What follows belongs to an exercise in optimizing a design on an open flow for small area, a short achievable clock period and few clock cycles per item; a production flow would make more cautious choices. Where RTL was checked, it was by simulation tests only, not by an equivalence proof against the original. Power is estimated from default activity; no workload was simulated.

==> flow/design.v (excerpt) <==
module bb_sync (
    input  wire        clk,
    input  wire        rst,           
    input  wire        cmd_valid,
    output wire        cmd_ready,
    input  wire [31:0] cmd_data,
    output wire        kbc_rd,
    output wire        kbc_port,      
    input  wire        kbc_ack,
    input  wire [7:0]  kbc_rdata,
    output wire        rec_valid,
    input  wire        rec_ready,
    output wire [31:0] rec_data
);
For scale: ~1300 cells after synthesis.
export LEC_CHECK = 0
export ABC_AREA = 1
export CAP_MARGIN = 20
export CORE_MARGIN = 2
export CORE_UTILIZATION = 55
export CTS_BUF_LIST = sky130_fd_sc_hd__clkbuf_8
export SETUP_SLACK_MARGIN = 2.0
export SLEW_MARGIN = 20
export TNS_END_PERCENT = 30
create_clock -name core_clock -period 4.5 [get_ports {clk}]
standard.sh (not shown) runs the stock make flow with config.mk's settings and CLKGATE_MAP_FILE= SYNTH_SCRIPT=/design/flow/synth_recipe.tcl, a recipe that flattens the netlist after the stock synthesis.
==> flow/flow/run.sh <==
#!/bin/bash
# Standard layout, except that the port buffers are buf_2 cells instead of
# the delay cells buffer_ports picks by default. Every port is still buffered.
set -euo pipefail
export BUFFER_PORTS_ARGS="-buffer_cell sky130_fd_sc_hd__buf_2"
bash standard.sh > standard.log 2>&1
The first run completed without violations.
Testbench counts at the start, summed over its fixed seeds: cycles 26,047, ops 5,600.
Change:
- TNS_END_PERCENT: 30 -> default
Hold slack hardly moves.
Via count grows by 0.90%.
Die area does not change.
Count of clock-buffer cells in the layout does not change.
Sequential power stays flat.
Change:
- CTS_BUF_LIST: sky130_fd_sc_hd__clkbuf_8 -> sky130_fd_sc_hd__clkbuf_16
- CTS_CLUSTER_DIAMETER: default -> 300
- CTS_CLUSTER_SIZE: default -> 60
Design area came out higher by 2.1%; routed wire length increases by 2.1%; synthesized cell count is unchanged; total power goes up by 12%; worst setup slack improves by 0.032 ns; global-route usage rose by 0.25 points.
Change:
- CORE_UTILIZATION: 55 -> 65
- CTS_BUF_LIST: sky130_fd_sc_hd__clkbuf_16 -> sky130_fd_sc_hd__clkbuf_8
- CTS_CLUSTER_DIAMETER: 300 -> default
- CTS_CLUSTER_SIZE: 60 -> default
=>
- via count hardly moves
- area after synthesis stays the same
- die area decreases by 15%
- clock power decreases by 17%
- clock skew increases by 0.0080 ns


bb_sync, a different RTL version from the one above (not shown whole).
For scale: about 1200 cells after synthesis, roughly 140 flip-flops, ~81 I/O pins, ~0.0093 mm^2 of cells after synthesis.
Settings: LEC_CHECK=0, CAP_MARGIN=20, CORE_MARGIN=2, CORE_UTILIZATION=40, SLEW_MARGIN=20; clock period 4.5 ns.
run.sh (not shown) runs the stock make flow with config.mk's settings and CLKGATE_MAP_FILE= SYNTH_SCRIPT=/design/flow/synth_recipe.tcl, a recipe that flattens the netlist after the stock synthesis.
Stock flow here: none of the scripts above is used.
The baseline completed with no timing, DRC or antenna violations.
Next try:
--- a/flow/config.mk
+++ b/flow/config.mk
@@ -7,2 +7,3 @@
 export LEC_CHECK = 0
+export ABC_CLOCK_PERIOD_IN_PS = 2500
 export CAP_MARGIN = 20
@@ -10,2 +11,3 @@
 export CORE_UTILIZATION = 40
+export SETUP_SLACK_MARGIN = 1.8
 export SLEW_MARGIN = 20
What happened: Count of clock-buffer cells in the layout is unchanged; die area is unchanged; final cell count rose by 2.8%; via count rises by 3.9%; global-route usage grows by 1.0 points; setup slack improved by 0.64 ns; maximum frequency is higher by 20%; non-clock buffer count grows by 43; final area rises by 8.3%; routed wire length went up by 7.2%; synthesized cell count does not change.
Function was not checked in any run of this note: the RTL went through the layout flow alone.


bb_sync, a different RTL version from the one above (not shown whole).
For scale: roughly 1,200 cells after synthesis, about 150 flip-flops, about 81 I/O pins, about 9200 µm² of cells after synthesis.
Settings: LEC_CHECK=0, ABC_AREA=1, CAP_MARGIN=20, CORE_MARGIN=2, CORE_UTILIZATION=40, CTS_BUF_LIST=sky130_fd_sc_hd__clkbuf_8, SETUP_SLACK_MARGIN=1.5, SLEW_MARGIN=20; clock period 4.5 ns.
standard.sh (not shown) runs the stock make flow with config.mk's settings and CLKGATE_MAP_FILE= SYNTH_SCRIPT=/design/flow/synth_recipe.tcl, a recipe that flattens the netlist after the stock synthesis.
Scripts as last shown in full above: flow/flow/run.sh
The starting point passed the timing, design-rule and antenna checks.
Testbench counts at the start, summed over its fixed seeds: cycles 26,047, ops 5,600.
==> next run, changes <==
--- a/flow/config.mk
+++ b/flow/config.mk
@@ -12,3 +12,3 @@
 export CTS_BUF_LIST = sky130_fd_sc_hd__clkbuf_8
-export SETUP_SLACK_MARGIN = 1.5
+export SETUP_SLACK_MARGIN = 3.0
 export SLEW_MARGIN = 20
After rerunning: Total power increases by 26%; routed wire length grows by 22%; utilization came out higher by 15 points; sequential power stays flat; clock-buffer cell count is lower by 1; global-route usage climbs by 3.3 points; design area is higher by 34%; worst hold slack gets worse by 0.0086 ns.
==> next run, changes <==
--- a/flow/config.mk
+++ b/flow/config.mk
@@ -10,5 +10,5 @@
 export CORE_MARGIN = 2
-export CORE_UTILIZATION = 40
+export CORE_UTILIZATION = 55
 export CTS_BUF_LIST = sky130_fd_sc_hd__clkbuf_8
-export SETUP_SLACK_MARGIN = 3.0
+export SETUP_SLACK_MARGIN = 2.0
 export SLEW_MARGIN = 20
The changed run completed with no timing, DRC or antenna violations.
Synthesized cell count stays the same.
Worst setup slack gains 0.099 ns.
Design area is lower by 23%.
Wire length falls by about 18%.
Core utilization goes up by 3.5 points.
Clock skew decreases by 0.0033 ns.
Register-to-register slack gains 0.05 ns.
==> next run, changes <==
--- a/flow/config.mk
+++ b/flow/config.mk
@@ -12,3 +12,3 @@
 export CTS_BUF_LIST = sky130_fd_sc_hd__clkbuf_8
-export SETUP_SLACK_MARGIN = 2.0
+export SETUP_SLACK_MARGIN = 2.3
 export SLEW_MARGIN = 20
Fmax climbs by 1.6%.
Core utilization goes up by 4.6 points.
Worst hold slack improved by 0.011 ns.
Combinational power rises by 12%.
Non-clock buffer count rises by 29.


bb_sync with an RTL version that a note above also has.
Size in the first run: about 1300 cells after synthesis, ~81 I/O pins.
==> flow/config.mk <==
export PLATFORM = sky130hd
export DESIGN_NAME = bb_sync
export DESIGN_NICKNAME = bb_sync
export VERILOG_FILES = /design/flow/design.v
export SDC_FILE = /design/flow/constraint.sdc
export NUM_CORES = 4
export LEC_CHECK = 0
export ABC_AREA = 1
export CAP_MARGIN = 20
export CORE_MARGIN = 2
export CORE_UTILIZATION = 55
export CTS_BUF_LIST = sky130_fd_sc_hd__clkbuf_8
export SETUP_SLACK_MARGIN = 2.1
export SLEW_MARGIN = 20
==> flow/constraint.sdc <==
create_clock -name core_clock -period 4.5 [get_ports {clk}]
set_input_delay 0.9000 -clock core_clock [delete_from_list [all_inputs] [get_ports {clk}]]
set_output_delay 0.9000 -clock core_clock [all_outputs]
set_load 0.01 [all_outputs]
Scripts as last shown in full above: flow/flow/run.sh
Testbench counts at the start, summed over its fixed seeds: cycles 26,047, ops 5,600.
Edit:
SETUP_SLACK_MARGIN = 2.0   (was 2.1)
TNS_END_PERCENT = 10   (was default)
After rerunning: The changed run ran to the end with no violations; maximum frequency went down by 6.6%; worst hold slack improved by 8.1 ps; routed wire length went down by 1.9%; cell count went down by 0.95%; setup slack got worse by 170 ps; combinational power went down by 7.2%; register-to-register slack got worse by 140 ps; cell area went down by 3.1%; synthesized area does not change; total power went down by 4.5%.
Edit:
SETUP_SLACK_MARGIN = 1.9   (was 2.0)
TNS_END_PERCENT = default   (was 10)
Outcome:
- The changed run produced a clean layout
- final area decreases by about 0.33%
- sequential power hardly moves
- critical path depth increases by 5
- final cell count is about the same
Edit:
CTS_CLUSTER_DIAMETER = 500   (was default)
CTS_CLUSTER_SIZE = 100   (was default)
SETUP_SLACK_MARGIN = 2.0   (was 1.9)
The new run went through all stages and came out clean.
Total power increases slightly.
Count of clock-buffer cells in the layout is unchanged.
Cell area came out higher slightly.
Clock power barely changes.
Maximum frequency rose slightly.
Die area does not change.
Setup slack improves by 23 ps.
Synthesized cell count does not change.
Non-clock buffer count rose by 8.
Global-route usage is unchanged.

==> separate check: timing with driven ports <==
The results above use ideal ports. As a check the final layouts listed here were re-extracted and re-timed, cells and wires unchanged.
Step 1, drivers: a clkbuf_16 drives clk and a buf_2 each remaining input, both assumed.
Step 2 moves the port delays by t, midway between the first and last clock arrival at a register: inputs arrive t later, outputs are due t later. That takes back most of the time a late clock gives input paths.
a / b / c = ideal ports / drivers / drivers and shift; a / b = the first two.
| run | t (ns) | slack for setup (ns) | hold WS [ns] | cell pins on the clock port's net |
|---|---|---|---|---|
| the first run of note 1 | 0.508 | 1.989 / 1.946 / 1.655 | 0.474 / 0.474 / 0.474 | 1 |
| the second run of note 1 | 0.504 | 2.106 / 2.063 / 1.748 | 0.472 / 0.472 / 0.472 | 1 |
| the third run of note 1 | 0.474 | 2.138 / 2.090 / 1.744 | 0.471 / 0.471 / 0.471 | 1 |
| the fourth run of note 1 | 0.502 | 2.102 / 2.064 / 1.729 | 0.458 / 0.458 / 0.458 | 1 |
| the first run of note 2 | 0.473 | 0.599 / 0.599 / 0.599 | 0.455 / 0.455 / 0.455 | 1 |
| the second run of note 2 | 0.473 | 1.237 / 1.237 / 1.237 | 0.445 / 0.445 / 0.445 | 1 |
| the first run of note 3 | 0.491 | 1.639 / 1.599 / 1.660 | 0.468 / 0.468 / 0.468 | 1 |
| the second run of note 3 | 0.520 | 1.965 / 1.924 / 1.693 | 0.459 / 0.459 / 0.459 | 1 |
| the third run of note 3 | 0.501 | 2.064 / 2.021 / 1.713 | 0.459 / 0.459 / 0.459 | 1 |
| the fourth run of note 3 | 0.514 | 2.102 / 2.060 / 1.767 | 0.470 / 0.470 / 0.470 | 1 |
| the first run of note 4 | 0.504 | 2.134 / 2.092 / 1.663 | 0.466 / 0.466 / 0.466 | 1 |
| the second run of note 4 | 0.508 | 1.968 / 1.924 / 1.647 | 0.474 / 0.474 / 0.474 | 1 |
| the third run of note 4 | 0.506 | 2.083 / 2.052 / 1.649 | 0.472 / 0.472 / 0.472 | 1 |
| the fourth run of note 4 | 0.504 | 2.106 / 2.063 / 1.748 | 0.472 / 0.472 / 0.472 | 1 |
After both steps setup and hold are still met in every run listed. The setup slack of the first run of note 4, which loses most, moves by -0.042 ns with the drivers and by -0.471 ns with both steps.
